This is an optimization exercise on Yosys and OpenROAD, whose aim is small area and a short achievable clock period, not a production implementation.
The RTL was checked by simulation tests, not by an equivalence proof against the original design.
Power figures rest on the tool's default switching activity, not on a simulated workload.

==> trial 65 <==
==> flow/design.v (excerpt) <==
module wlfc_fx (
    input  wire        clk,
    input  wire        rst,         
    input  wire        in_valid,
    input  wire [2:0]  in_op,       
    input  wire [63:0] in_a,
    output reg         out_valid,
    output reg  [63:0] out_data
);
    wire [31:0] w = in_a[31:0];
    wire        op_fl = in_op[2];                         
    wire        op_ff = ~in_op[2] & (in_op[1:0] == 2'd1);
    wire        op_in = ~in_op[2] & (in_op[1:0] == 2'd2);
    wire        op_fr = ~in_op[2] & (in_op[1:0] == 2'd3);
    wire [10:0] ff_e  = in_a[62:52];
    wire [41:0] ff_m  = {1'b1, in_a[51:11]};
    wire        ff_hi = ff_e[10];
    wire        ff_lo = ~ff_e[10] & (&ff_e[9:5]);
    wire [41:0] ff_a  = ff_hi ? ff_m : (ff_lo ? {32'd0, ff_m[41:32]} : 42'd0);
    wire [31:0] fl_x = {1'b0, w[30:0] ^ {31{w[31]}}};
    wire [15:0] v1;  wire [15:0] p1;
    wire [7:0]  v2;  wire [15:0] p2;
    wire [3:0]  v3;  wire [11:0] p3;
    wire [1:0]  v4;  wire [7:0]  p4;
    genvar g;
    generate
        for (g = 0; g < 16; g = g + 1) begin : l1
            assign v1[g] = fl_x[2*g+1] | fl_x[2*g];
            assign p1[g] = fl_x[2*g+1];
        end
        for (g = 0; g < 8; g = g + 1) begin : l2
            assign v2[g] = v1[2*g+1] | v1[2*g];
            assign p2[2*g+1 -: 2] = v1[2*g+1] ? {1'b1, p1[2*g+1]} : {1'b0, p1[2*g]};
        end
        for (g = 0; g < 4; g = g + 1) begin : l3
            assign v3[g] = v2[2*g+1] | v2[2*g];
            assign p3[3*g+2 -: 3] = v2[2*g+1] ? {1'b1, p2[4*g+3 -: 2]} : {1'b0, p2[4*g+1 -: 2]};
        end
        for (g = 0; g < 2; g = g + 1) begin : l4
            assign v4[g] = v3[2*g+1] | v3[2*g];
  ...
==> flow/config.mk <==
export PLATFORM = sky130hd
export DESIGN_NAME = wlfc_fx
export DESIGN_NICKNAME = wlfc_fx
export VERILOG_FILES = /design/flow/design.v
export SDC_FILE = /design/flow/constraint.sdc
export NUM_CORES = 4
export LEC_CHECK = 0
export ABC_AREA = 1
export CAP_MARGIN = 20
export CORE_MARGIN = 2
export CORE_UTILIZATION = 40
export CTS_BUF_LIST = sky130_fd_sc_hd__clkbuf_8
export GPL_ROUTABILITY_DRIVEN = 0
export SETUP_SLACK_MARGIN = 2.9
export SLEW_MARGIN = 20
==> flow/constraint.sdc <==
create_clock -name core_clock -period 5.5 [get_ports {clk}]
set_input_delay 1.1000 -clock core_clock [delete_from_list [all_inputs] [get_ports {clk}]]
set_output_delay 1.1000 -clock core_clock [all_outputs]
set_load 0.01 [all_outputs]
standard.sh (not shown) runs the stock make flow with config.mk's settings and CLKGATE_MAP_FILE= SYNTH_SCRIPT=/design/flow/synth_recipe.tcl, a recipe that flattens the netlist after the stock synthesis.
==> flow/flow/run.sh <==
#!/bin/bash
# The standard layout (the standard.sh, ORFS synth to finish), except
# that the port buffers ORFS inserts on every input and output use the
# smallest buffer cell, sky130_fd_sc_hd__buf_1, instead of its default.
set -euo pipefail
cd "$(dirname "${BASH_SOURCE[0]}")/.."
bash standard.sh finish "BUFFER_PORTS_ARGS=-buffer_cell sky130_fd_sc_hd__buf_1" > standard_finish.log 2>&1
==> build 53 (differences from trial 65) <==
Settings changed: CTS_BUF_LIST sky130_fd_sc_hd__clkbuf_8 to unset, GPL_ROUTABILITY_DRIVEN 0 to unset, SETUP_SLACK_MARGIN 2.9 to 3.0.
==> trial 91 (differences from trial 65) <==
Settings changed: CTS_BUF_LIST sky130_fd_sc_hd__clkbuf_8 to unset, GPL_ROUTABILITY_DRIVEN 0 to unset, SETUP_SLACK_MARGIN 2.9 to 2.7.
==> notes.md <==
met2 Track Usage GR = 0.389
Post-DP Area = 8280 sq um
status = finished clean
#MultiIn Comb = 1,049
Comb group = 866 uW
via count = 8,594
GR Layer Usage met3 = 0.0310
CP required = 5.79 ns
fmax = 0.369 GHz
Crit path depth = 12
That was trial 91.
==> notes.md <==
Crit path depth = 12
status = finished clean
Ant. Diodes = 0
Post-DP Area = 8280 sq um
commonest non-fill, non-tap cell in the layout = nand2_1
met2 Track Usage GR = 0.386
slowest cell on the critical path = or2_2
fmax = 0.386 GHz
CP required = 5.78 ns
P_seq = 882 uW
That was trial 65.
==> notes.md <==
status = finished clean
GR Layer Usage met3 = 0.0400
fmax = 0.402 GHz
Post-DP Area = 8290 sq um
via count = 8,897
met2 Track Usage GR = 0.427
Comb group = 951 uW
#MultiIn Comb = 1,049
That was build 53.

re-timing with driven ports:
In the flow no input, the clock included, has a driving cell. The finished layouts below were timed again as built, in two steps. Step 1: set_driving_cell puts a clkbuf_16 on clk and a buf_2 on each other input, an assumption about the parent block. Step 2 times the ports against the registers' clock, not the clock port: input delays grow and output delays shrink by t, the midpoint of the rising clock arrivals with the driver on. a / b / c = no drivers / after step 1 / after step 2; a / b = the first two.
run | shift t [ns] | slack for setup (ns) | worst setup path after step 2 | slew at the worst register clock pin (ns) | cell pins on the clock port's net
trial 65 | 0.415 | 2.912 / 2.932 / 2.517 | input to register | 0.10 / 0.10 | 1
build 53 | 0.394 | 3.013 / 3.011 / 2.618 | input to register | 0.07 / 0.07 | 1
trial 91 | 0.392 | 2.786 / 2.806 / 2.414 | input to register | 0.07 / 0.07 | 1
After both steps setup and hold are still met in every run listed.
